Background: an optimization exercise with open tools, aiming at small area, a short achievable clock period and few clock cycles per item. Do not read the settings as production practice.
In this exercise RTL edits were held to simulation tests only and were not proved equivalent to the original.
Power is estimated from default activity; no workload was simulated.

**config.mk**
```make
export PLATFORM = sky130hd
export DESIGN_NAME = si4464_rf_encoder
export DESIGN_NICKNAME = si4464_rf_encoder
export VERILOG_FILES = /design/flow/design.v
export SDC_FILE = /design/flow/constraint.sdc
export NUM_CORES = 4
export LEC_CHECK = 0
export CAP_MARGIN = 20
export CORE_MARGIN = 2
export CORE_UTILIZATION = 40
export PLACE_DENSITY = 0.6
export SLEW_MARGIN = 20
export SYNTH_HIERARCHICAL = 1
```
**constraint.sdc**
```tcl
create_clock -name core_clock -period 70.0 [get_ports {clk}]
set_input_delay 14.0000 -clock core_clock [delete_from_list [all_inputs] [get_ports {clk}]]
set_output_delay 14.0000 -clock core_clock [all_outputs]
set_load 0.01 [all_outputs]
```
**design.v**
```verilog
module si4464_rf_encoder #(
    parameter [31:0] FREQ_MIN_HZ    = 32'd400000000,
    parameter [31:0] FREQ_MAX_HZ    = 32'd406000000,
    parameter [31:0] BAND_MID_HZ    = 32'd403000000,
    parameter [7:0]  INT_LOW        = 8'd61,
    parameter [7:0]  INT_HIGH       = 8'd62,
    parameter [31:0] REF_DIVISOR_HZ = 32'd6500000,
    parameter [31:0] XTAL_FREQ_HZ   = 32'd26000000
) (
    input  wire        clk,
    input  wire        rst,         
    input  wire        in_valid,
    output wire        in_ready,
    input  wire [63:0] in_word,     
    input  wire [31:0] in_rb,       
    output reg         out_valid,
    input  wire        out_ready,
    output wire [3:0]  out_status,  
    output wire [2:0]  out_len,     
    output wire [39:0] out_data     
);
    wire [7:0]  opc     = in_word[63:56];
    wire        is_freq = (opc == 8'h11);
    wire        is_dr   = (opc == 8'h12) && (in_word[55:16] == 40'd0);
    wire [31:0] freq_hz = in_word[31:0];
    wire        in_band = (freq_hz >= FREQ_MIN_HZ) && (freq_hz <= FREQ_MAX_HZ);
    wire [1:0]  osr_sel  = in_rb[27:26];
    wire [25:0] nco_mode = in_rb[25:0];
    wire        q_nz = (nco_mode >= 26'd26000000);     
    wire        q2   = (nco_mode >= 26'd52000000);     
    reg  [1:0]  t_in;
    always @(*) begin
        case (osr_sel)
            2'd1:    t_in = q2 ? 2'd3 : 2'd2;
            2'd2:    t_in = q2 ? 2'd2 : 2'd1;
            default: t_in = q2 ? 2'd1 : 2'd0;
        endcase
    end
    wire [23:0] adj_in = opc[1] ? {21'd0, q_nz, t_in} : in_word[55:32];
    reg         s1_valid;
    reg         s1_freq, s1_dr, s1_band;
    reg  [21:0] s1_x;
    reg         s1_f27;
    reg  [23:0] s1_adj;
    wire [21:0] x   = s1_x;
    wire [21:0] xn  = ~x;
    wire        f27 = s1_f27;
    wire        low = !s1_f27 || (s1_x < 22'd346816);
    wire [23:0] adj = s1_adj;
    wire [15:0] bps   = s1_x[15:0];
    wire [1:0]  t     = s1_adj[1:0];
    wire [18:0] bps_t = {3'd0, bps} << t;
    wire [20:0] dr_a  = {bps_t, 2'b00};
    wire [18:0] dr_b  = bps_t;
    wire        sel_d = s1_dr && s1_adj[2];
    wire        sel_f = !s1_dr;
    wire ha0_s, ha0_c;
    si4464_ha u_ha0 (.a(x[19]), .b(x[17]), .s(ha0_s), .co(ha0_c));
    wire ha1_s, ha1_c;
    si4464_ha u_ha1 (.a(x[20]), .b(x[18]), .s(ha1_s), .co(ha1_c));
    wire ha2_s, ha2_c;
    si4464_ha u_ha2 (.a(x[21]), .b(x[19]), .s(ha2_s), .co(ha2_c));
    wire ha3_s, ha3_c;
    si4464_ha u_ha3 (.a(x[20]), .b(x[16]), .s(ha3_s), .co(ha3_c));
    wire ha4_s, ha4_c;
    si4464_ha u_ha4 (.a(x[21]), .b(x[16]), .s(ha4_s), .co(ha4_c));
    wire ha5_s, ha5_c;
    si4464_ha u_ha5 (.a(x[17]), .b(x[11]), .s(ha5_s), .co(ha5_c));
    wire ha6_s, ha6_c;
    si4464_ha u_ha6 (.a(x[19]), .b(x[13]), .s(ha6_s), .co(ha6_c));
    wire fa0_s, fa0_c;
    si4464_fa u_fa0 (.a(x[16]), .b(x[13]), .c(x[10]), .s(fa0_s), .co(fa0_c));
    wire fa1_s, fa1_c;
    si4464_fa u_fa1 (.a(x[17]), .b(x[14]), .c(x[11]), .s(fa1_s), .co(fa1_c));
    wire ha7_s, ha7_c;
    si4464_ha u_ha7 (.a(x[9]), .b(x[5]), .s(ha7_s), .co(ha7_c));
    wire fa2_s, fa2_c;
    si4464_fa u_fa2 (.a(x[18]), .b(x[15]), .c(x[12]), .s(fa2_s), .co(fa2_c));
    wire fa3_s, fa3_c;
    si4464_fa u_fa3 (.a(x[10]), .b(x[6]), .c(x[1]), .s(fa3_s), .co(fa3_c));
    wire ha8_s, ha8_c;
    assign ha8_s = !xn[4];
    assign ha8_c = xn[4];
    wire fa4_s, fa4_c;
    si4464_fa u_fa4 (.a(x[19]), .b(x[16]), .c(x[13]), .s(fa4_s), .co(fa4_c));
    wire fa5_s, fa5_c;
    si4464_fa u_fa5 (.a(x[11]), .b(x[7]), .c(x[2]), .s(fa5_s), .co(fa5_c));
    wire fa6_s, fa6_c;
    si4464_fa u_fa6 (.a(x[20]), .b(x[17]), .c(x[14]), .s(fa6_s), .co(fa6_c));
    wire fa7_s, fa7_c;
    si4464_fa u_fa7 (.a(x[12]), .b(x[8]), .c(x[3]), .s(fa7_s), .co(fa7_c));
    wire fa8_s, fa8_c;
    si4464_fa u_fa8 (.a(x[21]), .b(x[18]), .c(x[15]), .s(fa8_s), .co(fa8_c));
    wire fa9_s, fa9_c;
    si4464_fa u_fa9 (.a(x[13]), .b(x[9]), .c(x[4]), .s(fa9_s), .co(fa9_c));
    wire fa10_s, fa10_c;
    si4464_fa u_fa10 (.a(x[19]), .b(x[16]), .c(x[14]), .s(fa10_s), .co(fa10_c));
    wire fa11_s, fa11_c;
    si4464_fa u_fa11 (.a(x[10]), .b(x[5]), .c(f27), .s(fa11_s), .co(fa11_c));
    wire fa12_s, fa12_c;
    si4464_fa u_fa12 (.a(x[20]), .b(x[17]), .c(x[15]), .s(fa12_s), .co(fa12_c));
    wire fa13_s, fa13_c;
    si4464_fa u_fa13 (.a(x[11]), .b(x[6]), .c(x[0]), .s(fa13_s), .co(fa13_c));
    wire ha9_s, ha9_c;
    assign ha9_s = !xn[9];
    assign ha9_c = xn[9];
    wire fa14_s, fa14_c;
    si4464_fa u_fa14 (.a(x[21]), .b(x[18]), .c(x[16]), .s(fa14_s), .co(fa14_c));
    wire fa15_s, fa15_c;
    si4464_fa u_fa15 (.a(x[12]), .b(x[7]), .c(x[1]), .s(fa15_s), .co(fa15_c));
    wire fa16_s, fa16_c;
    assign fa16_s = !(xn[10] ^ xn[3]);
    assign fa16_c = xn[10] | xn[3];
    wire fa17_s, fa17_c;
    si4464_fa u_fa17 (.a(x[13]), .b(x[8]), .c(x[2]), .s(fa17_s), .co(fa17_c));
    wire fa18_s, fa18_c;
    assign fa18_s = !(x[0] ^ f27);
    assign fa18_c = x[0] | f27;
    wire fa19_s, fa19_c;
    si4464_fa u_fa19 (.a(xn[11]), .b(xn[4]), .c(ha0_s), .s(fa19_s), .co(fa19_c));
    wire fa20_s, fa20_c;
    si4464_fa u_fa20 (.a(x[14]), .b(x[9]), .c(x[3]), .s(fa20_s), .co(fa20_c));
    wire fa21_s, fa21_c;
    assign fa21_s = !(x[1] ^ xn[12]);
    assign fa21_c = x[1] | xn[12];
    wire fa22_s, fa22_c;
    si4464_fa u_fa22 (.a(xn[5]), .b(ha1_s), .c(ha0_c), .s(fa22_s), .co(fa22_c));
    wire fa23_s, fa23_c;
    si4464_fa u_fa23 (.a(x[15]), .b(x[10]), .c(x[4]), .s(fa23_s), .co(fa23_c));
    wire fa24_s, fa24_c;
    si4464_fa u_fa24 (.a(x[2]), .b(x[0]), .c(xn[13]), .s(fa24_s), .co(fa24_c));
    wire fa25_s, fa25_c;
    si4464_fa u_fa25 (.a(xn[6]), .b(ha2_s), .c(ha1_c), .s(fa25_s), .co(fa25_c));
    wire fa26_s, fa26_c;
    si4464_fa u_fa26 (.a(x[11]), .b(x[5]), .c(x[3]), .s(fa26_s), .co(fa26_c));
    wire fa27_s, fa27_c;
    si4464_fa u_fa27 (.a(x[1]), .b(f27), .c(xn[14]), .s(fa27_s), .co(fa27_c));
    wire fa28_s, fa28_c;
    si4464_fa u_fa28 (.a(xn[7]), .b(ha3_s), .c(ha2_c), .s(fa28_s), .co(fa28_c));
    wire fa29_s, fa29_c;
    si4464_fa u_fa29 (.a(x[21]), .b(x[17]), .c(x[12]), .s(fa29_s), .co(fa29_c));
    wire fa30_s, fa30_c;
    si4464_fa u_fa30 (.a(x[6]), .b(x[4]), .c(x[2]), .s(fa30_s), .co(fa30_c));
    wire fa31_s, fa31_c;
    si4464_fa u_fa31 (.a(xn[15]), .b(xn[8]), .c(ha3_c), .s(fa31_s), .co(fa31_c));
    wire fa32_s, fa32_c;
    si4464_fa u_fa32 (.a(x[18]), .b(x[13]), .c(x[7]), .s(fa32_s), .co(fa32_c));
    wire fa33_s, fa33_c;
    si4464_fa u_fa33 (.a(x[5]), .b(x[3]), .c(x[0]), .s(fa33_s), .co(fa33_c));
    wire fa34_s, fa34_c;
    si4464_fa u_fa34 (.a(f27), .b(xn[16]), .c(xn[9]), .s(fa34_s), .co(fa34_c));
    wire fa35_s, fa35_c;
    si4464_fa u_fa35 (.a(x[19]), .b(x[14]), .c(x[8]), .s(fa35_s), .co(fa35_c));
    wire fa36_s, fa36_c;
    si4464_fa u_fa36 (.a(x[6]), .b(x[4]), .c(x[1]), .s(fa36_s), .co(fa36_c));
    wire fa37_s, fa37_c;
    assign fa37_s = !(xn[17] ^ xn[10]);
    assign fa37_c = xn[17] | xn[10];
    wire fa38_s, fa38_c;
    si4464_fa u_fa38 (.a(x[20]), .b(x[15]), .c(x[9]), .s(fa38_s), .co(fa38_c));
    wire fa39_s, fa39_c;
    si4464_fa u_fa39 (.a(x[7]), .b(x[5]), .c(x[2]), .s(fa39_s), .co(fa39_c));
    wire fa40_s, fa40_c;
    si4464_fa u_fa40 (.a(x[0]), .b(xn[18]), .c(xn[11]), .s(fa40_s), .co(fa40_c));
    wire fa41_s, fa41_c;
    si4464_fa u_fa41 (.a(x[10]), .b(x[8]), .c(x[6]), .s(fa41_s), .co(fa41_c));
    wire fa42_s, fa42_c;
    assign fa42_s = !(x[3] ^ x[1]);
    assign fa42_c = x[3] | x[1];
    wire fa43_s, fa43_c;
    si4464_fa u_fa43 (.a(xn[19]), .b(xn[12]), .c(ha4_s), .s(fa43_s), .co(fa43_c));
    wire fa44_s, fa44_c;
    si4464_fa u_fa44 (.a(x[9]), .b(x[7]), .c(x[4]), .s(fa44_s), .co(fa44_c));
    wire fa45_s, fa45_c;
    si4464_fa u_fa45 (.a(x[2]), .b(f27), .c(xn[20]), .s(fa45_s), .co(fa45_c));
    wire fa46_s, fa46_c;
    si4464_fa u_fa46 (.a(xn[13]), .b(ha5_s), .c(ha4_c), .s(fa46_s), .co(fa46_c));
    wire fa47_s, fa47_c;
    si4464_fa u_fa47 (.a(x[18]), .b(x[12]), .c(x[10]), .s(fa47_s), .co(fa47_c));
    wire fa48_s, fa48_c;
    si4464_fa u_fa48 (.a(x[8]), .b(x[5]), .c(x[3]), .s(fa48_s), .co(fa48_c));
    wire fa49_s, fa49_c;
    si4464_fa u_fa49 (.a(xn[21]), .b(xn[14]), .c(ha5_c), .s(fa49_s), .co(fa49_c));
    wire fa50_s, fa50_c;
    si4464_fa u_fa50 (.a(x[11]), .b(x[9]), .c(x[6]), .s(fa50_s), .co(fa50_c));
    wire fa51_s, fa51_c;
    si4464_fa u_fa51 (.a(x[4]), .b(!f27), .c(adj[0]), .s(fa51_s), .co(fa51_c));
    wire fa52_s, fa52_c;
    assign fa52_s = !(xn[15] ^ ha6_s);
    assign fa52_c = xn[15] | ha6_s;
    wire fa53_s, fa53_c;
    si4464_fa u_fa53 (.a(x[20]), .b(x[14]), .c(x[12]), .s(fa53_s), .co(fa53_c));
    wire fa54_s, fa54_c;
    si4464_fa u_fa54 (.a(x[10]), .b(x[7]), .c(x[5]), .s(fa54_s), .co(fa54_c));
    wire fa55_s, fa55_c;
    si4464_fa u_fa55 (.a(adj[1]), .b(xn[16]), .c(ha6_c), .s(fa55_s), .co(fa55_c));
    wire fa56_s, fa56_c;
    si4464_fa u_fa56 (.a(x[21]), .b(x[15]), .c(x[13]), .s(fa56_s), .co(fa56_c));
    wire fa57_s, fa57_c;
    si4464_fa u_fa57 (.a(x[11]), .b(x[8]), .c(x[6]), .s(fa57_s), .co(fa57_c));
    wire ha10_s, ha10_c;
    si4464_ha u_ha10 (.a(adj[2]), .b(xn[17]), .s(ha10_s), .co(ha10_c));
    wire fa58_s, fa58_c;
    si4464_fa u_fa58 (.a(x[16]), .b(x[14]), .c(x[12]), .s(fa58_s), .co(fa58_c));
    wire fa59_s, fa59_c;
    si4464_fa u_fa59 (.a(x[9]), .b(x[7]), .c(f27), .s(fa59_s), .co(fa59_c));
    wire ha11_s, ha11_c;
    si4464_ha u_ha11 (.a(adj[3]), .b(xn[18]), .s(ha11_s), .co(ha11_c));
    wire fa60_s, fa60_c;
    si4464_fa u_fa60 (.a(x[17]), .b(x[15]), .c(x[13]), .s(fa60_s), .co(fa60_c));
    wire fa61_s, fa61_c;
    si4464_fa u_fa61 (.a(x[10]), .b(x[8]), .c(adj[4]), .s(fa61_s), .co(fa61_c));
    wire ha12_s, ha12_c;
    assign ha12_s = !xn[19];
    assign ha12_c = xn[19];
    wire fa62_s, fa62_c;
    si4464_fa u_fa62 (.a(x[18]), .b(x[16]), .c(x[14]), .s(fa62_s), .co(fa62_c));
    wire fa63_s, fa63_c;
    si4464_fa u_fa63 (.a(x[11]), .b(x[9]), .c(adj[5]), .s(fa63_s), .co(fa63_c));
    wire ha13_s, ha13_c;
    assign ha13_s = !xn[20];
    assign ha13_c = xn[20];
    wire fa64_s, fa64_c;
    si4464_fa u_fa64 (.a(x[19]), .b(x[17]), .c(x[15]), .s(fa64_s), .co(fa64_c));
    wire fa65_s, fa65_c;
    si4464_fa u_fa65 (.a(x[12]), .b(x[10]), .c(adj[6]), .s(fa65_s), .co(fa65_c));
    wire fa66_s, fa66_c;
    si4464_fa u_fa66 (.a(x[20]), .b(x[18]), .c(x[16]), .s(fa66_s), .co(fa66_c));
    wire ha14_s, ha14_c;
    si4464_ha u_ha14 (.a(x[13]), .b(x[11]), .s(ha14_s), .co(ha14_c));
    wire fa67_s, fa67_c;
    si4464_fa u_fa67 (.a(x[21]), .b(x[19]), .c(x[17]), .s(fa67_s), .co(fa67_c));
    wire ha15_s, ha15_c;
    si4464_ha u_ha15 (.a(x[20]), .b(x[18]), .s(ha15_s), .co(ha15_c));
    wire fa68_s, fa68_c;
    si4464_fa u_fa68 (.a(x[8]), .b(x[4]), .c(!f27), .s(fa68_s), .co(fa68_c));
    wire fa69_s, fa69_c;
    assign fa69_s = !(x[0] ^ xn[3]);
    assign fa69_c = x[0] | xn[3];
    wire ha16_s, ha16_c;
    si4464_ha u_ha16 (.a(ha7_s), .b(fa0_c), .s(ha16_s), .co(ha16_c));
    wire fa70_s, fa70_c;
    si4464_fa u_fa70 (.a(ha8_s), .b(ha7_c), .c(fa1_c), .s(fa70_s), .co(fa70_c));
    wire fa71_s, fa71_c;
    si4464_fa u_fa71 (.a(fa2_s), .b(fa3_s), .c(!low), .s(fa71_s), .co(fa71_c));
    wire fa72_s, fa72_c;
    si4464_fa u_fa72 (.a(xn[5]), .b(ha8_c), .c(fa2_c), .s(fa72_s), .co(fa72_c));
    wire fa73_s, fa73_c;
    si4464_fa u_fa73 (.a(fa3_c), .b(fa4_s), .c(fa5_s), .s(fa73_s), .co(fa73_c));
    wire fa74_s, fa74_c;
    assign fa74_s = !(xn[6] ^ fa4_c);
    assign fa74_c = xn[6] | fa4_c;
    wire fa75_s, fa75_c;
    si4464_fa u_fa75 (.a(fa5_c), .b(fa6_s), .c(fa7_s), .s(fa75_s), .co(fa75_c));
    wire fa76_s, fa76_c;
    si4464_fa u_fa76 (.a(xn[7]), .b(xn[0]), .c(fa6_c), .s(fa76_s), .co(fa76_c));
    wire fa77_s, fa77_c;
    si4464_fa u_fa77 (.a(fa7_c), .b(fa8_s), .c(fa9_s), .s(fa77_s), .co(fa77_c));
    wire fa78_s, fa78_c;
    si4464_fa u_fa78 (.a(xn[8]), .b(xn[1]), .c(fa8_c), .s(fa78_s), .co(fa78_c));
    wire fa79_s, fa79_c;
    si4464_fa u_fa79 (.a(fa9_c), .b(fa10_s), .c(fa11_s), .s(fa79_s), .co(fa79_c));
    wire fa80_s, fa80_c;
    si4464_fa u_fa80 (.a(xn[2]), .b(ha9_s), .c(fa10_c), .s(fa80_s), .co(fa80_c));
    wire fa81_s, fa81_c;
    si4464_fa u_fa81 (.a(fa11_c), .b(fa12_s), .c(fa13_s), .s(fa81_s), .co(fa81_c));
    wire fa82_s, fa82_c;
    si4464_fa u_fa82 (.a(ha9_c), .b(fa16_s), .c(fa12_c), .s(fa82_s), .co(fa82_c));
    wire fa83_s, fa83_c;
    si4464_fa u_fa83 (.a(fa13_c), .b(fa14_s), .c(fa15_s), .s(fa83_s), .co(fa83_c));
    wire fa84_s, fa84_c;
    si4464_fa u_fa84 (.a(fa18_s), .b(fa16_c), .c(fa14_c), .s(fa84_s), .co(fa84_c));
    wire fa85_s, fa85_c;
    si4464_fa u_fa85 (.a(fa15_c), .b(fa17_s), .c(fa19_s), .s(fa85_s), .co(fa85_c));
    wire fa86_s, fa86_c;
    si4464_fa u_fa86 (.a(fa18_c), .b(fa21_s), .c(fa17_c), .s(fa86_s), .co(fa86_c));
    wire fa87_s, fa87_c;
    si4464_fa u_fa87 (.a(fa20_s), .b(fa19_c), .c(fa22_s), .s(fa87_s), .co(fa87_c));
    wire fa88_s, fa88_c;
    si4464_fa u_fa88 (.a(fa21_c), .b(fa20_c), .c(fa23_s), .s(fa88_s), .co(fa88_c));
    wire fa89_s, fa89_c;
    si4464_fa u_fa89 (.a(fa24_s), .b(fa22_c), .c(fa25_s), .s(fa89_s), .co(fa89_c));
    wire fa90_s, fa90_c;
    si4464_fa u_fa90 (.a(fa23_c), .b(fa26_s), .c(fa24_c), .s(fa90_s), .co(fa90_c));
    wire fa91_s, fa91_c;
    si4464_fa u_fa91 (.a(fa27_s), .b(fa25_c), .c(fa28_s), .s(fa91_s), .co(fa91_c));
    wire fa92_s, fa92_c;
    si4464_fa u_fa92 (.a(fa26_c), .b(fa29_s), .c(fa30_s), .s(fa92_s), .co(fa92_c));
    wire fa93_s, fa93_c;
    si4464_fa u_fa93 (.a(fa27_c), .b(fa28_c), .c(fa31_s), .s(fa93_s), .co(fa93_c));
    wire fa94_s, fa94_c;
    si4464_fa u_fa94 (.a(fa29_c), .b(fa30_c), .c(fa32_s), .s(fa94_s), .co(fa94_c));
    wire fa95_s, fa95_c;
    si4464_fa u_fa95 (.a(fa33_s), .b(fa34_s), .c(fa31_c), .s(fa95_s), .co(fa95_c));
    wire fa96_s, fa96_c;
    si4464_fa u_fa96 (.a(fa37_s), .b(fa32_c), .c(fa33_c), .s(fa96_s), .co(fa96_c));
    wire fa97_s, fa97_c;
    si4464_fa u_fa97 (.a(fa35_s), .b(fa36_s), .c(fa34_c), .s(fa97_s), .co(fa97_c));
    wire fa98_s, fa98_c;
    si4464_fa u_fa98 (.a(fa37_c), .b(fa35_c), .c(fa36_c), .s(fa98_s), .co(fa98_c));
    wire fa99_s, fa99_c;
    si4464_fa u_fa99 (.a(fa38_s), .b(fa39_s), .c(fa40_s), .s(fa99_s), .co(fa99_c));
    wire fa100_s, fa100_c;
    si4464_fa u_fa100 (.a(fa42_s), .b(fa38_c), .c(fa39_c), .s(fa100_s), .co(fa100_c));
    wire fa101_s, fa101_c;
    si4464_fa u_fa101 (.a(fa41_s), .b(fa40_c), .c(fa43_s), .s(fa101_s), .co(fa101_c));
    wire fa102_s, fa102_c;
    si4464_fa u_fa102 (.a(fa42_c), .b(fa41_c), .c(fa44_s), .s(fa102_s), .co(fa102_c));
    wire fa103_s, fa103_c;
    si4464_fa u_fa103 (.a(fa45_s), .b(fa43_c), .c(fa46_s), .s(fa103_s), .co(fa103_c));
    wire fa104_s, fa104_c;
    si4464_fa u_fa104 (.a(fa44_c), .b(fa47_s), .c(fa48_s), .s(fa104_s), .co(fa104_c));
    wire fa105_s, fa105_c;
    si4464_fa u_fa105 (.a(fa45_c), .b(fa46_c), .c(fa49_s), .s(fa105_s), .co(fa105_c));
    wire fa106_s, fa106_c;
    si4464_fa u_fa106 (.a(fa47_c), .b(fa48_c), .c(fa50_s), .s(fa106_s), .co(fa106_c));
    wire fa107_s, fa107_c;
    si4464_fa u_fa107 (.a(fa51_s), .b(fa52_s), .c(fa49_c), .s(fa107_s), .co(fa107_c));
    wire fa108_s, fa108_c;
    si4464_fa u_fa108 (.a(fa50_c), .b(fa51_c), .c(fa53_s), .s(fa108_s), .co(fa108_c));
    wire fa109_s, fa109_c;
    si4464_fa u_fa109 (.a(fa54_s), .b(fa52_c), .c(fa55_s), .s(fa109_s), .co(fa109_c));
    wire fa110_s, fa110_c;
    si4464_fa u_fa110 (.a(ha10_s), .b(fa53_c), .c(fa54_c), .s(fa110_s), .co(fa110_c));
    wire fa111_s, fa111_c;
    si4464_fa u_fa111 (.a(fa56_s), .b(fa57_s), .c(fa55_c), .s(fa111_s), .co(fa111_c));
    wire fa112_s, fa112_c;
    si4464_fa u_fa112 (.a(ha11_s), .b(ha10_c), .c(fa56_c), .s(fa112_s), .co(fa112_c));
    wire fa113_s, fa113_c;
    si4464_fa u_fa113 (.a(fa57_c), .b(fa58_s), .c(fa59_s), .s(fa113_s), .co(fa113_c));
    wire fa114_s, fa114_c;
    si4464_fa u_fa114 (.a(ha12_s), .b(ha11_c), .c(fa58_c), .s(fa114_s), .co(fa114_c));
    wire fa115_s, fa115_c;
    si4464_fa u_fa115 (.a(fa59_c), .b(fa60_s), .c(fa61_s), .s(fa115_s), .co(fa115_c));
    wire fa116_s, fa116_c;
    si4464_fa u_fa116 (.a(ha12_c), .b(ha13_s), .c(fa60_c), .s(fa116_s), .co(fa116_c));
    wire fa117_s, fa117_c;
    si4464_fa u_fa117 (.a(fa61_c), .b(fa62_s), .c(fa63_s), .s(fa117_s), .co(fa117_c));
    wire fa118_s, fa118_c;
    si4464_fa u_fa118 (.a(xn[21]), .b(ha13_c), .c(fa62_c), .s(fa118_s), .co(fa118_c));
    wire fa119_s, fa119_c;
    si4464_fa u_fa119 (.a(fa63_c), .b(fa64_s), .c(fa65_s), .s(fa119_s), .co(fa119_c));
    wire fa120_s, fa120_c;
    si4464_fa u_fa120 (.a(!f27), .b(adj[7]), .c(ha14_s), .s(fa120_s), .co(fa120_c));
    wire fa121_s, fa121_c;
    si4464_fa u_fa121 (.a(fa64_c), .b(fa65_c), .c(fa66_s), .s(fa121_s), .co(fa121_c));
    wire fa122_s, fa122_c;
    si4464_fa u_fa122 (.a(x[14]), .b(x[12]), .c(adj[8]), .s(fa122_s), .co(fa122_c));
    wire fa123_s, fa123_c;
    si4464_fa u_fa123 (.a(ha14_c), .b(fa66_c), .c(fa67_s), .s(fa123_s), .co(fa123_c));
    wire fa124_s, fa124_c;
    si4464_fa u_fa124 (.a(x[15]), .b(x[13]), .c(f27), .s(fa124_s), .co(fa124_c));
    wire fa125_s, fa125_c;
    si4464_fa u_fa125 (.a(adj[9]), .b(ha15_s), .c(fa67_c), .s(fa125_s), .co(fa125_c));
    wire fa126_s, fa126_c;
    si4464_fa u_fa126 (.a(x[21]), .b(x[19]), .c(x[16]), .s(fa126_s), .co(fa126_c));
    wire fa127_s, fa127_c;
    si4464_fa u_fa127 (.a(x[14]), .b(adj[10]), .c(ha15_c), .s(fa127_s), .co(fa127_c));
    wire fa128_s, fa128_c;
    si4464_fa u_fa128 (.a(x[20]), .b(x[17]), .c(x[15]), .s(fa128_s), .co(fa128_c));
    wire fa129_s, fa129_c;
    assign fa129_s = !(f27 ^ adj[11]);
    assign fa129_c = f27 | adj[11];
    wire fa130_s, fa130_c;
    si4464_fa u_fa130 (.a(x[21]), .b(x[18]), .c(x[16]), .s(fa130_s), .co(fa130_c));
    wire fa131_s, fa131_c;
    si4464_fa u_fa131 (.a(x[19]), .b(x[17]), .c(f27), .s(fa131_s), .co(fa131_c));
    wire ha17_s, ha17_c;
    si4464_ha u_ha17 (.a(x[20]), .b(x[18]), .s(ha17_s), .co(ha17_c));
    wire ha18_s, ha18_c;
    assign ha18_s = !xn[2];
    assign ha18_c = xn[2];
    wire fa132_s, fa132_c;
    si4464_fa u_fa132 (.a(fa69_s), .b(fa68_c), .c(fa1_s), .s(fa132_s), .co(fa132_c));
    wire fa133_s, fa133_c;
    si4464_fa u_fa133 (.a(fa69_c), .b(ha16_c), .c(fa70_s), .s(fa133_s), .co(fa133_c));
    wire fa134_s, fa134_c;
    si4464_fa u_fa134 (.a(fa70_c), .b(fa72_s), .c(fa73_s), .s(fa134_s), .co(fa134_c));
    wire fa135_s, fa135_c;
    si4464_fa u_fa135 (.a(fa74_s), .b(fa72_c), .c(fa73_c), .s(fa135_s), .co(fa135_c));
    wire fa136_s, fa136_c;
    si4464_fa u_fa136 (.a(fa74_c), .b(fa76_s), .c(fa75_c), .s(fa136_s), .co(fa136_c));
    wire fa137_s, fa137_c;
    si4464_fa u_fa137 (.a(fa76_c), .b(fa78_s), .c(fa77_c), .s(fa137_s), .co(fa137_c));
    wire fa138_s, fa138_c;
    si4464_fa u_fa138 (.a(fa78_c), .b(fa80_s), .c(fa79_c), .s(fa138_s), .co(fa138_c));
    wire fa139_s, fa139_c;
    si4464_fa u_fa139 (.a(fa80_c), .b(fa82_s), .c(fa81_c), .s(fa139_s), .co(fa139_c));
    wire fa140_s, fa140_c;
    si4464_fa u_fa140 (.a(fa82_c), .b(fa84_s), .c(fa83_c), .s(fa140_s), .co(fa140_c));
    wire fa141_s, fa141_c;
    si4464_fa u_fa141 (.a(fa84_c), .b(fa86_s), .c(fa85_c), .s(fa141_s), .co(fa141_c));
    wire fa142_s, fa142_c;
    si4464_fa u_fa142 (.a(fa86_c), .b(fa88_s), .c(fa87_c), .s(fa142_s), .co(fa142_c));
    wire fa143_s, fa143_c;
    si4464_fa u_fa143 (.a(fa88_c), .b(fa90_s), .c(fa89_c), .s(fa143_s), .co(fa143_c));
    wire fa144_s, fa144_c;
    si4464_fa u_fa144 (.a(fa92_s), .b(fa90_c), .c(fa91_c), .s(fa144_s), .co(fa144_c));
    wire fa145_s, fa145_c;
    si4464_fa u_fa145 (.a(fa92_c), .b(fa94_s), .c(fa95_s), .s(fa145_s), .co(fa145_c));
    wire fa146_s, fa146_c;
    si4464_fa u_fa146 (.a(fa96_s), .b(fa94_c), .c(fa97_s), .s(fa146_s), .co(fa146_c));
    wire fa147_s, fa147_c;
    si4464_fa u_fa147 (.a(fa96_c), .b(fa98_s), .c(fa97_c), .s(fa147_s), .co(fa147_c));
    wire fa148_s, fa148_c;
    si4464_fa u_fa148 (.a(fa98_c), .b(fa100_s), .c(fa99_c), .s(fa148_s), .co(fa148_c));
    wire fa149_s, fa149_c;
    si4464_fa u_fa149 (.a(fa100_c), .b(fa102_s), .c(fa101_c), .s(fa149_s), .co(fa149_c));
    wire fa150_s, fa150_c;
    si4464_fa u_fa150 (.a(fa102_c), .b(fa104_s), .c(fa103_c), .s(fa150_s), .co(fa150_c));
    wire fa151_s, fa151_c;
    si4464_fa u_fa151 (.a(fa104_c), .b(fa106_s), .c(fa107_s), .s(fa151_s), .co(fa151_c));
    wire fa152_s, fa152_c;
    si4464_fa u_fa152 (.a(fa106_c), .b(fa108_s), .c(fa107_c), .s(fa152_s), .co(fa152_c));
    wire fa153_s, fa153_c;
    si4464_fa u_fa153 (.a(fa110_s), .b(fa108_c), .c(fa111_s), .s(fa153_s), .co(fa153_c));
    wire fa154_s, fa154_c;
    si4464_fa u_fa154 (.a(fa110_c), .b(fa112_s), .c(fa113_s), .s(fa154_s), .co(fa154_c));
    wire fa155_s, fa155_c;
    si4464_fa u_fa155 (.a(fa112_c), .b(fa114_s), .c(fa113_c), .s(fa155_s), .co(fa155_c));
    wire fa156_s, fa156_c;
    si4464_fa u_fa156 (.a(fa114_c), .b(fa116_s), .c(fa115_c), .s(fa156_s), .co(fa156_c));
    wire fa157_s, fa157_c;
    si4464_fa u_fa157 (.a(fa116_c), .b(fa118_s), .c(fa117_c), .s(fa157_s), .co(fa157_c));
    wire fa158_s, fa158_c;
    si4464_fa u_fa158 (.a(fa120_s), .b(fa118_c), .c(fa119_c), .s(fa158_s), .co(fa158_c));
    wire fa159_s, fa159_c;
    si4464_fa u_fa159 (.a(fa122_s), .b(fa120_c), .c(fa121_c), .s(fa159_s), .co(fa159_c));
    wire fa160_s, fa160_c;
    si4464_fa u_fa160 (.a(fa122_c), .b(fa124_s), .c(fa125_s), .s(fa160_s), .co(fa160_c));
    wire fa161_s, fa161_c;
    si4464_fa u_fa161 (.a(fa124_c), .b(fa126_s), .c(fa127_s), .s(fa161_s), .co(fa161_c));
    wire fa162_s, fa162_c;
    si4464_fa u_fa162 (.a(fa129_s), .b(fa126_c), .c(fa128_s), .s(fa162_s), .co(fa162_c));
    wire fa163_s, fa163_c;
    si4464_fa u_fa163 (.a(adj[12]), .b(fa129_c), .c(fa128_c), .s(fa163_s), .co(fa163_c));
    wire fa164_s, fa164_c;
    assign fa164_s = !(adj[13] ^ fa130_c);
    assign fa164_c = adj[13] | fa130_c;
    wire fa165_s, fa165_c;
    assign fa165_s = !(adj[14] ^ ha17_s);
    assign fa165_c = adj[14] | ha17_s;
    wire fa166_s, fa166_c;
    si4464_fa u_fa166 (.a(x[21]), .b(x[19]), .c(adj[15]), .s(fa166_s), .co(fa166_c));
    wire ha19_s, ha19_c;
    si4464_ha u_ha19 (.a(x[20]), .b(f27), .s(ha19_s), .co(ha19_c));
    wire ha20_s, ha20_c;
    si4464_ha u_ha20 (.a(x[21]), .b(adj[17]), .s(ha20_s), .co(ha20_c));
    wire ha21_s, ha21_c;
    si4464_ha u_ha21 (.a(ha18_s), .b(fa68_s), .s(ha21_s), .co(ha21_c));
    wire fa167_s, fa167_c;
    si4464_fa u_fa167 (.a(ha18_c), .b(ha16_s), .c(fa132_s), .s(fa167_s), .co(fa167_c));
    wire fa168_s, fa168_c;
    si4464_fa u_fa168 (.a(fa132_c), .b(fa71_s), .c(fa133_s), .s(fa168_s), .co(fa168_c));
    wire fa169_s, fa169_c;
    si4464_fa u_fa169 (.a(fa71_c), .b(fa133_c), .c(fa134_s), .s(fa169_s), .co(fa169_c));
    wire fa170_s, fa170_c;
    si4464_fa u_fa170 (.a(fa75_s), .b(fa135_s), .c(fa134_c), .s(fa170_s), .co(fa170_c));
    wire fa171_s, fa171_c;
    si4464_fa u_fa171 (.a(fa77_s), .b(fa135_c), .c(fa136_s), .s(fa171_s), .co(fa171_c));
    wire fa172_s, fa172_c;
    si4464_fa u_fa172 (.a(fa79_s), .b(fa136_c), .c(fa137_s), .s(fa172_s), .co(fa172_c));
    wire fa173_s, fa173_c;
    si4464_fa u_fa173 (.a(fa81_s), .b(fa137_c), .c(fa138_s), .s(fa173_s), .co(fa173_c));
    wire fa174_s, fa174_c;
    si4464_fa u_fa174 (.a(fa83_s), .b(fa138_c), .c(fa139_s), .s(fa174_s), .co(fa174_c));
    wire fa175_s, fa175_c;
    si4464_fa u_fa175 (.a(fa85_s), .b(fa139_c), .c(fa140_s), .s(fa175_s), .co(fa175_c));
    wire fa176_s, fa176_c;
    si4464_fa u_fa176 (.a(fa87_s), .b(fa140_c), .c(fa141_s), .s(fa176_s), .co(fa176_c));
    wire fa177_s, fa177_c;
    si4464_fa u_fa177 (.a(fa89_s), .b(fa141_c), .c(fa142_s), .s(fa177_s), .co(fa177_c));
    wire fa178_s, fa178_c;
    si4464_fa u_fa178 (.a(fa91_s), .b(fa142_c), .c(fa143_s), .s(fa178_s), .co(fa178_c));
    wire fa179_s, fa179_c;
    si4464_fa u_fa179 (.a(fa93_s), .b(fa143_c), .c(fa144_s), .s(fa179_s), .co(fa179_c));
    wire fa180_s, fa180_c;
    si4464_fa u_fa180 (.a(fa93_c), .b(fa144_c), .c(fa145_s), .s(fa180_s), .co(fa180_c));
    wire fa181_s, fa181_c;
    si4464_fa u_fa181 (.a(fa95_c), .b(fa146_s), .c(fa145_c), .s(fa181_s), .co(fa181_c));
    wire fa182_s, fa182_c;
    si4464_fa u_fa182 (.a(fa99_s), .b(fa147_s), .c(fa146_c), .s(fa182_s), .co(fa182_c));
    wire fa183_s, fa183_c;
    si4464_fa u_fa183 (.a(fa101_s), .b(fa147_c), .c(fa148_s), .s(fa183_s), .co(fa183_c));
    wire fa184_s, fa184_c;
    si4464_fa u_fa184 (.a(fa103_s), .b(fa148_c), .c(fa149_s), .s(fa184_s), .co(fa184_c));
    wire fa185_s, fa185_c;
    si4464_fa u_fa185 (.a(fa105_s), .b(fa149_c), .c(fa150_s), .s(fa185_s), .co(fa185_c));
    wire fa186_s, fa186_c;
    si4464_fa u_fa186 (.a(fa105_c), .b(fa150_c), .c(fa151_s), .s(fa186_s), .co(fa186_c));
    wire fa187_s, fa187_c;
    si4464_fa u_fa187 (.a(fa109_s), .b(fa152_s), .c(fa151_c), .s(fa187_s), .co(fa187_c));
    wire fa188_s, fa188_c;
    si4464_fa u_fa188 (.a(fa109_c), .b(fa152_c), .c(fa153_s), .s(fa188_s), .co(fa188_c));
    wire fa189_s, fa189_c;
    si4464_fa u_fa189 (.a(fa111_c), .b(fa154_s), .c(fa153_c), .s(fa189_s), .co(fa189_c));
    wire fa190_s, fa190_c;
    si4464_fa u_fa190 (.a(fa115_s), .b(fa155_s), .c(fa154_c), .s(fa190_s), .co(fa190_c));
    wire fa191_s, fa191_c;
    si4464_fa u_fa191 (.a(fa117_s), .b(fa155_c), .c(fa156_s), .s(fa191_s), .co(fa191_c));
    wire fa192_s, fa192_c;
    si4464_fa u_fa192 (.a(fa119_s), .b(fa156_c), .c(fa157_s), .s(fa192_s), .co(fa192_c));
    wire fa193_s, fa193_c;
    si4464_fa u_fa193 (.a(fa121_s), .b(fa157_c), .c(fa158_s), .s(fa193_s), .co(fa193_c));
    wire fa194_s, fa194_c;
    si4464_fa u_fa194 (.a(fa123_s), .b(fa158_c), .c(fa159_s), .s(fa194_s), .co(fa194_c));
    wire fa195_s, fa195_c;
    si4464_fa u_fa195 (.a(fa123_c), .b(fa159_c), .c(fa160_s), .s(fa195_s), .co(fa195_c));
    wire fa196_s, fa196_c;
    si4464_fa u_fa196 (.a(fa125_c), .b(fa161_s), .c(fa160_c), .s(fa196_s), .co(fa196_c));
    wire fa197_s, fa197_c;
    si4464_fa u_fa197 (.a(fa127_c), .b(fa162_s), .c(fa161_c), .s(fa197_s), .co(fa197_c));
    wire fa198_s, fa198_c;
    si4464_fa u_fa198 (.a(fa130_s), .b(fa163_s), .c(fa162_c), .s(fa198_s), .co(fa198_c));
    wire fa199_s, fa199_c;
    si4464_fa u_fa199 (.a(fa131_s), .b(fa164_s), .c(fa163_c), .s(fa199_s), .co(fa199_c));
    wire fa200_s, fa200_c;
    si4464_fa u_fa200 (.a(fa131_c), .b(fa165_s), .c(fa164_c), .s(fa200_s), .co(fa200_c));
    wire fa201_s, fa201_c;
    si4464_fa u_fa201 (.a(ha17_c), .b(fa166_s), .c(fa165_c), .s(fa201_s), .co(fa201_c));
    wire fa202_s, fa202_c;
    si4464_fa u_fa202 (.a(adj[16]), .b(ha19_s), .c(fa166_c), .s(fa202_s), .co(fa202_c));
    wire fa203_s, fa203_c;
    assign fa203_s = !(ha20_s ^ ha19_c);
    assign fa203_c = ha20_s | ha19_c;
    wire fa204_s, fa204_c;
    si4464_fa u_fa204 (.a(f27), .b(adj[18]), .c(ha20_c), .s(fa204_s), .co(fa204_c));
    wire fa205_s, fa205_c;
    assign fa205_s = !(adj[19] ^ low);
    assign fa205_c = adj[19] | low;
    wire ha22_s, ha22_c;
    assign ha22_s = !adj[20];
    assign ha22_c = adj[20];
    wire ha23_s, ha23_c;
    assign ha23_s = !adj[21];
    assign ha23_c = adj[21];
    wire ha24_s, ha24_c;
    assign ha24_s = !adj[22];
    assign ha24_c = adj[22];
    wire g0 = ha21_s & fa0_s;
    wire p0 = ha21_s | fa0_s;
    wire g1 = fa167_s & ha21_c;
    wire p1 = fa167_s | ha21_c;
    wire g2 = fa168_s & fa167_c;
    wire p2 = fa168_s | fa167_c;
    wire g3 = fa169_s & fa168_c;
    wire p3 = fa169_s | fa168_c;
    wire g4 = fa170_s & fa169_c;
    wire p4 = fa170_s | fa169_c;
    wire g5 = fa171_s & fa170_c;
    wire p5 = fa171_s | fa170_c;
    wire g6 = fa172_s & fa171_c;
    wire p6 = fa172_s | fa171_c;
    wire g7 = fa173_s & fa172_c;
    wire p7 = fa173_s | fa172_c;
    wire g8 = fa174_s & fa173_c;
    wire p8 = fa174_s | fa173_c;
    wire g9 = fa175_s & fa174_c;
    wire p9 = fa175_s | fa174_c;
    wire g10 = fa176_s & fa175_c;
    wire p10 = fa176_s | fa175_c;
    wire g11 = fa177_s & fa176_c;
    wire p11 = fa177_s | fa176_c;
    wire g12 = fa178_s & fa177_c;
    wire p12 = fa178_s | fa177_c;
    wire g13 = fa179_s & fa178_c;
    wire p13 = fa179_s | fa178_c;
    wire g14 = fa180_s & fa179_c;
    wire p14 = fa180_s | fa179_c;
    wire g15 = fa181_s & fa180_c;
    wire p15 = fa181_s | fa180_c;
    wire g16 = fa182_s & fa181_c;
    wire p16 = fa182_s | fa181_c;
    wire g17 = fa183_s & fa182_c;
    wire p17 = fa183_s | fa182_c;
    wire g18 = fa184_s & fa183_c;
    wire p18 = fa184_s | fa183_c;
    wire g19 = fa185_s & fa184_c;
    wire p19 = fa185_s | fa184_c;
    wire a20 = (sel_f & fa186_s) | (sel_d & dr_a[0]);
    wire b20 = (sel_f & fa185_c) | (sel_d & dr_b[0]);
    wire a21 = (sel_f & fa187_s) | (sel_d & dr_a[1]);
    wire b21 = (sel_f & fa186_c) | (sel_d & dr_b[1]);
    wire a22 = (sel_f & fa188_s) | (sel_d & dr_a[2]);
    wire b22 = (sel_f & fa187_c) | (sel_d & dr_b[2]);
    wire a23 = (sel_f & fa189_s) | (sel_d & dr_a[3]);
    wire b23 = (sel_f & fa188_c) | (sel_d & dr_b[3]);
    wire a24 = (sel_f & fa190_s) | (sel_d & dr_a[4]);
    wire b24 = (sel_f & fa189_c) | (sel_d & dr_b[4]);
    wire a25 = (sel_f & fa191_s) | (sel_d & dr_a[5]);
    wire b25 = (sel_f & fa190_c) | (sel_d & dr_b[5]);
    wire a26 = (sel_f & fa192_s) | (sel_d & dr_a[6]);
    wire b26 = (sel_f & fa191_c) | (sel_d & dr_b[6]);
    wire a27 = (sel_f & fa193_s) | (sel_d & dr_a[7]);
    wire b27 = (sel_f & fa192_c) | (sel_d & dr_b[7]);
    wire a28 = (sel_f & fa194_s) | (sel_d & dr_a[8]);
    wire b28 = (sel_f & fa193_c) | (sel_d & dr_b[8]);
    wire a29 = (sel_f & fa195_s) | (sel_d & dr_a[9]);
    wire b29 = (sel_f & fa194_c) | (sel_d & dr_b[9]);
    wire a30 = (sel_f & fa196_s) | (sel_d & dr_a[10]);
    wire b30 = (sel_f & fa195_c) | (sel_d & dr_b[10]);
    wire a31 = (sel_f & fa197_s) | (sel_d & dr_a[11]);
    wire b31 = (sel_f & fa196_c) | (sel_d & dr_b[11]);
    wire a32 = (sel_f & fa198_s) | (sel_d & dr_a[12]);
    wire b32 = (sel_f & fa197_c) | (sel_d & dr_b[12]);
    wire a33 = (sel_f & fa199_s) | (sel_d & dr_a[13]);
    wire b33 = (sel_f & fa198_c) | (sel_d & dr_b[13]);
    wire a34 = (sel_f & fa200_s) | (sel_d & dr_a[14]);
    wire b34 = (sel_f & fa199_c) | (sel_d & dr_b[14]);
    wire a35 = (sel_f & fa201_s) | (sel_d & dr_a[15]);
    wire b35 = (sel_f & fa200_c) | (sel_d & dr_b[15]);
    wire a36 = (sel_f & fa202_s) | (sel_d & dr_a[16]);
    wire b36 = (sel_f & fa201_c) | (sel_d & dr_b[16]);
    wire a37 = (sel_f & fa203_s) | (sel_d & dr_a[17]);
    wire b37 = (sel_f & fa202_c) | (sel_d & dr_b[17]);
    wire a38 = (sel_f & fa204_s) | (sel_d & dr_a[18]);
    wire b38 = (sel_f & fa203_c) | (sel_d & dr_b[18]);
    wire a39 = (sel_f & fa205_s) | (sel_d & dr_a[19]);
    wire b39 = (sel_f & fa204_c) | (sel_d & 1'b0);
    wire a40 = (sel_f & ha22_s) | (sel_d & dr_a[20]);
    wire b40 = (sel_f & fa205_c) | (sel_d & 1'b0);
    wire a41 = (sel_f & ha23_s) | (sel_d & 1'b0);
    wire b41 = (sel_f & ha22_c) | (sel_d & 1'b0);
    wire a42 = ha24_s;
    wire b42 = ha23_c;
    wire a43 = !adj[23];
    wire b43 = ha24_c;
    wire a44 = 1'b1;
    wire b44 = 1'b0;
    wire m0_g = g1 | (p1 & g0);
    wire m1_g = g2 | (p2 & m0_g);
    wire m2_g = g4 | (p4 & g3);
    wire m2_p = p4 & p3;
    wire m3_g = m2_g | (m2_p & m1_g);
    wire m4_g = g6 | (p6 & g5);
    wire m4_p = p6 & p5;
    wire m5_g = g7 | (p7 & m4_g);
    wire m5_p = p7 & m4_p;
    wire m6_g = g9 | (p9 & g8);
    wire m6_p = p9 & p8;
    wire m7_g = m6_g | (m6_p & m5_g);
    wire m7_p = m6_p & m5_p;
    wire m8_g = m7_g | (m7_p & m3_g);
    wire m9_g = g11 | (p11 & g10);
    wire m9_p = p11 & p10;
    wire m10_g = g12 | (p12 & m9_g);
    wire m10_p = p12 & m9_p;
    wire m11_g = g14 | (p14 & g13);
    wire m11_p = p14 & p13;
    wire m12_g = m11_g | (m11_p & m10_g);
    wire m12_p = m11_p & m10_p;
    wire m13_g = g16 | (p16 & g15);
    wire m13_p = p16 & p15;
    wire m14_g = g17 | (p17 & m13_g);
    wire m14_p = p17 & m13_p;
    wire m15_g = g19 | (p19 & g18);
    wire m15_p = p19 & p18;
    wire m16_g = m15_g | (m15_p & m14_g);
    wire m16_p = m15_p & m14_p;
    wire m17_g = m16_g | (m16_p & m12_g);
    wire m17_p = m16_p & m12_p;
    wire m18_g = m17_g | (m17_p & m8_g);
    wire c20 = sel_f & m18_g;
    wire s20, c21;
    si4464_fa u_r20 (.a(a20), .b(b20), .c(c20), .s(s20), .co(c21));
    wire s21, c22;
    si4464_fa u_r21 (.a(a21), .b(b21), .c(c21), .s(s21), .co(c22));
    wire s22, c23;
    si4464_fa u_r22 (.a(a22), .b(b22), .c(c22), .s(s22), .co(c23));
    wire s23, c24;
    si4464_fa u_r23 (.a(a23), .b(b23), .c(c23), .s(s23), .co(c24));
    wire s24, c25;
    si4464_fa u_r24 (.a(a24), .b(b24), .c(c24), .s(s24), .co(c25));
    wire s25, c26;
    si4464_fa u_r25 (.a(a25), .b(b25), .c(c25), .s(s25), .co(c26));
    wire s26, c27;
    si4464_fa u_r26 (.a(a26), .b(b26), .c(c26), .s(s26), .co(c27));
    wire s27, c28;
    si4464_fa u_r27 (.a(a27), .b(b27), .c(c27), .s(s27), .co(c28));
    wire s28, c29;
    si4464_fa u_r28 (.a(a28), .b(b28), .c(c28), .s(s28), .co(c29));
    wire s29, c30;
    si4464_fa u_r29 (.a(a29), .b(b29), .c(c29), .s(s29), .co(c30));
    wire s30, c31;
    si4464_fa u_r30 (.a(a30), .b(b30), .c(c30), .s(s30), .co(c31));
    wire s31, c32;
    si4464_fa u_r31 (.a(a31), .b(b31), .c(c31), .s(s31), .co(c32));
    wire s32, c33;
    si4464_fa u_r32 (.a(a32), .b(b32), .c(c32), .s(s32), .co(c33));
    wire s33, c34;
    si4464_fa u_r33 (.a(a33), .b(b33), .c(c33), .s(s33), .co(c34));
    wire s34, c35;
    si4464_fa u_r34 (.a(a34), .b(b34), .c(c34), .s(s34), .co(c35));
    wire s35, c36;
    si4464_fa u_r35 (.a(a35), .b(b35), .c(c35), .s(s35), .co(c36));
    wire s36, c37;
    si4464_fa u_r36 (.a(a36), .b(b36), .c(c36), .s(s36), .co(c37));
    wire s37, c38;
    si4464_fa u_r37 (.a(a37), .b(b37), .c(c37), .s(s37), .co(c38));
    wire s38, c39;
    si4464_fa u_r38 (.a(a38), .b(b38), .c(c38), .s(s38), .co(c39));
    wire s39, c40;
    si4464_fa u_r39 (.a(a39), .b(b39), .c(c39), .s(s39), .co(c40));
    wire s40, c41;
    si4464_fa u_r40 (.a(a40), .b(b40), .c(c40), .s(s40), .co(c41));
    wire s41, c42;
    si4464_fa u_r41 (.a(a41), .b(b41), .c(c41), .s(s41), .co(c42));
    wire s42, c43;
    si4464_fa u_r42 (.a(a42), .b(b42), .c(c42), .s(s42), .co(c43));
    wire s43, c44;
    si4464_fa u_r43 (.a(a43), .b(b43), .c(c43), .s(s43), .co(c44));
    wire s44 = a44 ^ b44 ^ c44;
    wire [24:0] sum = {s44, s43, s42, s41, s40, s39, s38, s37, s36, s35, s34, s33, s32, s31, s30, s29, s28, s27, s26, s25, s24, s23, s22, s21, s20};
    wire        f_ok   = s1_freq && s1_band && !sum[24];
    wire        f_bad  = s1_freq && !(s1_band && !sum[24]);
    wire        ill    = !s1_freq && !s1_dr;
    wire [23:0] val    = (f_ok || s1_dr) ? sum[23:0] : 24'd0;
    wire [28:0] res    = {f_ok, s1_dr, f_bad, ill, !low, val};
    reg [28:0] h, k;
    reg        h_isf, h_isd;
    reg        k_valid, in_rdy;
    assign in_ready = in_rdy;
    wire take   = out_valid && out_ready;
    wire accept = in_valid && in_rdy;
    wire full   = out_valid && k_valid;
    wire move   = s1_valid && !full;        
    wire s1_en  = !(s1_valid && full);      
    wire h_en   = !out_valid || take;
    wire s1_valid_nx = s1_en ? accept : 1'b1;
    wire out_valid_nx = h_en ? (k_valid || move) : 1'b1;
    wire k_valid_nx = k_valid ? !take : (move && out_valid && !take);
    always @(posedge clk) begin
        if (rst) begin
            s1_valid  <= 1'b0;
            out_valid <= 1'b0;
            k_valid   <= 1'b0;
            in_rdy    <= 1'b1;
        end else begin
            s1_valid  <= s1_valid_nx;
            out_valid <= out_valid_nx;
            k_valid   <= k_valid_nx;
            in_rdy    <= !(s1_valid_nx && out_valid_nx && k_valid_nx);
        end
    end
    always @(posedge clk) begin
        if (s1_en) begin
            s1_freq <= is_freq;
            s1_dr   <= is_dr;
            s1_band <= in_band;
            s1_x    <= freq_hz[21:0];
            s1_f27  <= freq_hz[27];
            s1_adj  <= adj_in;
        end
    end
    wire [28:0] h_src = k_valid ? k : res;
    always @(posedge clk) begin
        if (!k_valid) k <= res;
        if (h_en) begin
            h     <= h_src;
            h_isf <= h_src[28] || h_src[26];    
            h_isd <= h_src[27] || h_src[25];    
        end
    end
    wire        r_fok  = h[28];
    wire        r_dok  = h[27];
    wire        r_fbad = h[26];
    wire        r_ill  = h[25];
    wire        r_nhi  = h[24];
    wire [23:0] v      = h[23:0];       
    assign out_status = {r_ill, r_ill, r_fbad, r_fbad || r_ill};
    assign out_len    = {r_fok, r_dok, r_fok || r_dok};
    assign out_data[39:32] = {1'b0, r_dok && v[21], r_fok || (r_dok && v[20]),
                              r_fok || (r_dok && v[19]), r_fok || (r_dok && v[18]),
                              r_fok || (r_dok && v[17]), r_dok && v[16],
                              (r_fok && r_nhi) || (r_dok && v[15])};
    assign out_data[31:24] = r_dok ? v[14:7] : 8'd0;
    assign out_data[23:16] = (r_fok ? v[23:16] : 8'd0) | (h_isd ? {v[6:0], 1'b0} : 8'd0);
    assign out_data[15:0]  = h_isf ? v[15:0] : 16'd0;
endmodule
module si4464_fa (input wire a, input wire b, input wire c,
                  output wire s, output wire co);
    assign s  = a ^ b ^ c;
    assign co = (a & b) | (a & c) | (b & c);
endmodule
module si4464_ha (input wire a, input wire b, output wire s, output wire co);
    assign s  = a ^ b;
    assign co = a & b;
endmodule
```
**flow/run.sh**
```bash
#!/bin/bash
# The standard layout (the standard.sh, all ORFS steps from synthesis to
# finish) with one change: the buffers that ORFS puts on every input and
# output port are the smallest buffer cell instead of clkdlybuf4s50_1.
set -euo pipefail
export BUFFER_PORTS_ARGS="-buffer_cell sky130_fd_sc_hd__buf_1"
bash standard.sh > standard.log 2>&1
```
**standard.sh**
```bash
#!/bin/bash
# synth_recipe.tcl (not shown) runs the flow's synth.tcl, then flattens the netlist and writes it again
# the make line also repeats each setting of config.mk as NAME=value (left out here)
make -C /OpenROAD-flow-scripts/flow DESIGN_CONFIG=/design/flow/config.mk WORK_HOME=/design/flow/orfs CLKGATE_MAP_FILE= SYNTH_SCRIPT=/design/flow/synth_recipe.tcl "${@:-finish}"
```
==> results.toml <==
[outcome]
status = "no timing/DRC/antenna violations"

[setup_path]
critPathMaxFanout = 15
cp_cell_sequence = "or2_2, buf_1"
worstReg2RegStart = "s1_f27$_DFFE_PN_"
reg2regPathDepth = 39
endpoint = "out_len[0]"
critical_path_class = "reg -> out"
crit_start = "h[28]$_DFFE_PP_"
crit_family = "flip-flops"
cp.required_ns = 56.00
critPathLaunchType = "register"
cp.arrival_ns = 1.47
cp_slowest_cell = "edfxtp_1"
max_stage_delay_ns = 0.58
crit_buf_inv = 1
r2r_end = "h[10]$_DFFE_PP_"
cp-end-kind = "output pin"
rrSetupSlack_ns = 55.00
cp.depth = 2

[pwr]
leakage_nw = 4.71
total_power_uw = 360
ir_worst_vdd_mv = 0.0170
powerDensity_nw_per_um2 = 30.1

[cts]
cts_num_sinks = 114
cts_hold_buffers = 0
htree_levels = 4
cts_tree = "done"
clk_latency_ns = 0.41
clockRootBuffer = "clkbuf_16"
clock_path_buffers = 2
postCtsResizedCells = 0
postCtsSetupBuffers = 0
clkTransAtPathRegs_ns = 0.06
cts_buffers = 17

[route]
wl_per_cell_microns = 19.0
drt_iter0_markers = 432
wirelength_microns = 24700
drc = 0
viasPerCell = 5.19
vias = 6748
antenna_left = 0
firstDrtPassIters = 5

[logic_synthesis]
synth_compound_area_share_pct = 10.7
synth_mux_area_share_pct = 1.15
synthFlopType = "edfxtp_1"
yosysWarnings = 7
ys_seq_elements = 114
syn-cell-area_sq_um = 10400
avgSynthCellArea_sq_um = 12.9
async_flop_share_pct = 0
synthAdderAreaFrac_pct = 45.6
synth.yosys.seq_area_share_pct = 29.6
synth-simple-area-share_pct = 7.99
syn-instance-count = 809
synth.net_count = 1158
synth_top_family_by_area = "adder cells"
synth_edf_count = 81
synthXorXnorAreaFrac_pct = 0
synth_cell_types = 58

[global_route]
grtUsageTotal_pct = 19.2
grt-ovfl-total = 0
antenna_found_initial = 0
grt_max_degree = 52
grt_first_pass_wirelength_microns = 38800
grt_pass1_vias = 6968

[die]
rows = 59
start_util_pct = 40.4
core_sq_um = 25800
num_io_pins = 149
die_x_microns = 166
die_height_microns = 166
die-area_sq_um = 27400

[cells_and_area]
diodes = 0
fillCellCount = 2334
synthToLayoutAreaGrowth_pct = 14.5
finalNetCount = 1301
layout-drive-gt1-share_pct = 5.80

[sta]
period_share_pct = 22.1
min_period_ns = 15.47
hold_violations = 0
final-setup-viol-count = 0
hold_slack_ns = 0.484
maxSlewViolCount = 0
max_freq_mhz = 64.6
tns_ns = 0
rsz0062_at_grt = "no"
skew_ns = 0.00962
worst_pin_slew_ns = 1.01
relSlewSlack_pct = 32.8

[placed_design]
gp_congestion = 0.885
hpwl_microns = 19000
port_buffers = 136

[flow_run]
max-cap-violations = 0

[min_path]
hold_class = "reg -> reg"
==> placed cells by master, fill, tap and decap left out, types with 3 or more instances in the layout <==
cell	n
buf_4	16
nand4_1	4
o22ai_1	9
a22oi_1	3
a22o_1	32
nor3_1	5
dfxtp_1	33
clkinv_4	3
buf_1	136
nand2b_1	5
o22a_1	13
a31oi_1	4
a21o_1	5
inv_1	97
nand2_1	20
mux2i_1	12
nor4b_1	3
and2_1	29
nand3_1	10
nor2b_1	26
ha_1	32
o21ai_1	5
a21oi_1	18
or4_1	4
fa_1	217
o31ai_1	3
or2_2	4
edfxtp_1	81
clkbuf_16	21
o21ai_0	49
nor2_1	14
nor4_1	10
==> worst register-to-register path, delay by kind of cell (launching register included) <==
kind                     cells  cell delay [ns]
adder cells (fa/ha/maj)     29            11.70
buffers and inverters        3             0.81
AO/OA/AOI/OAI                4             0.91
AND/OR/NAND/NOR              3             0.41
flip-flops                   1             0.88
==> worst min path at each step <==
stage	depth (start not counted)	start	to
final	1	k[4]$_DFF_P_	k[4]$_DFF_P_
after detailed placement	1	k[1]$_DFF_P_	k[1]$_DFF_P_
after floorplan	2	k[25]$_DFF_P_	k[25]$_DFF_P_
after global routing	1	k[11]$_DFF_P_	k[11]$_DFF_P_
after CTS	1	k[4]$_DFF_P_	k[4]$_DFF_P_
after global placement	1	k[19]$_DFF_P_	k[19]$_DFF_P_
==> flip-flops by register name (all words and copies together), names as in the netlist <==
register / cells
h_isf: 1
s1_f27: 1
h_isd: 1
in_rdy: 1
s1_valid: 1
out_valid: 1
s1_dr: 1
s1_freq: 1
h: 29
s1_band: 1
k: 29
s1_adj: 24
k_valid: 1
s1_x: 22
==> through the flow <==
stage | instances | utilization (%) | worst slack, ns | area [sq um]
finish | 1300 | 46.3 | 54.53 | 12000
global route | 1300 | 46.3 | 54.40 | 12000
CTS | 1300 | 46.3 | 54.50 | 12000
detailed placement | 1268 | 43.9 | 54.51 | 11400
global placement | 1268 | 43.9 | 54.47 | 11400
floorplan | 809 | - | 54.80 | 10400
==> metal layers <==
metal  part of all wire (%)  up-vias  GRT usage, %
li1                       -     3087             -
met1                     47     3397          28.7
met2                     46      242          28.8
met3                    6.4       22          3.95
met4                    1.3        0          4.47
met5                      0        -             0
==> Yosys cell counts, types with 2 or more instances <==
| cell type | count | share of area [%] |
|---|---|---|
| ha_1 | 32 | 3.8 |
| o22a_1 | 13 | 1.1 |
| and2_1 | 29 | 1.7 |
| o211ai_1 | 2 | 0.14 |
| nor4_1 | 10 | 0.60 |
| o311ai_0 | 2 | 0.17 |
| buf_4 | 8 | 0.58 |
| or4_1 | 4 | 0.29 |
| nand3_1 | 11 | 0.53 |
| o221ai_1 | 2 | 0.17 |
| or2_2 | 4 | 0.24 |
| nand4_1 | 4 | 0.24 |
| and3_1 | 2 | 0.12 |
| mux2i_1 | 12 | 1.2 |
| o21ai_0 | 49 | 2.3 |
| a31oi_1 | 4 | 0.24 |
| a22oi_1 | 3 | 0.22 |
| nor4b_1 | 3 | 0.25 |
| buf_2 | 8 | 0.38 |
| a22o_1 | 32 | 2.7 |
| o21ai_1 | 5 | 0.24 |
| o41ai_1 | 2 | 0.17 |
| nand2b_1 | 5 | 0.30 |
| inv_1 | 97 | 3.5 |
| o22ai_1 | 9 | 0.54 |
| edfxtp_1 | 81 | 23 |
| clkbuf_1 | 12 | 0.43 |
| fa_1 | 217 | 42 |
| and4_1 | 2 | 0.17 |
| a21o_1 | 5 | 0.36 |
| nor3_1 | 5 | 0.24 |
| nor2_1 | 14 | 0.50 |
| a21oi_1 | 18 | 0.86 |
| nand2_1 | 20 | 0.72 |
| nor2b_1 | 26 | 1.6 |
| dfxtp_1 | 33 | 6.3 |
| o31ai_1 | 3 | 0.22 |
==> per-module statistics from Yosys (local to each module, per instance) <==
| module | cells inside | flops+latches | cell area [sq um] | times used |
|---|---|---|---|---|
| si4464_ha | 1 | 0 | 12.5 | 17 |
| si4464_fa | 1 | 0 | 20.0 | 217 |
| si4464_rf_encoder | 575 | 114 | 5890 | 1 |
==> power by group <==
| group | total [mW] | switching (mW) | internal (mW) | leakage (nW) |
|---|---|---|---|---|
| combinational | 0.194 | 0.106 | 0.0882 | 3.23 |
| clock | 0.0866 | 0.0317 | 0.0550 | 0.298 |
| sequential | 0.0793 | 0.00445 | 0.0749 | 1.18 |
| total | 0.360 | 0.142 | 0.218 | 4.71 |
==> cell families (layout without fill, tap and decap cells) <==
group / Yosys count / count (layout)
AO/OA/AOI/OAI: 162 / 162
buffers and inverters: 125 / 281
other: 1 / 1
adder cells (fa/ha/maj): 251 / 251
flip-flops: 114 / 114
AND/OR/NAND/NOR: 144 / 144
multiplexers: 12 / 12
==> cell type report <==
type | count | area, sq um | area share (%)
Tap cell | 335 | 419 | 3.50
Inverter | 97 | 364 | 3.04
Sequential cell | 114 | 3090 | 25.9
Clock inverter | 8 | 60.1 | 0.502
Timing Repair Buffer | 152 | 631 | 5.27
Clock buffer | 24 | 547 | 4.57
Multi-Input combinational cell | 570 | 6850 | 57.2
Testbench counts, summed over its fixed seeds: cycles 16,016, items 16,000.

port drivers added, routing unchanged:
The results above use ideal ports. As a check the final layout listed here was re-extracted and re-timed, cells and wires unchanged. Step 1, drivers: a clkbuf_16 drives clk and a buf_2 each remaining input, both assumed. Step 2, shift: input delay + t, output delay - t, t = (earliest + latest rising clock arrival at the registers) / 2. This alone moves slack from input paths to output paths. Three values: ideal ports, drivers, drivers and shift; two values: the first two.
t, ns: 0.442
slack for setup (ns): 54.526 / 54.490 / 54.516
worst register clock-pin slew, ns: 0.06 / 0.06
After both steps this run still meets setup and hold. The setup slack of this run moves by -0.036 ns with the drivers and by -0.010 ns with both steps.
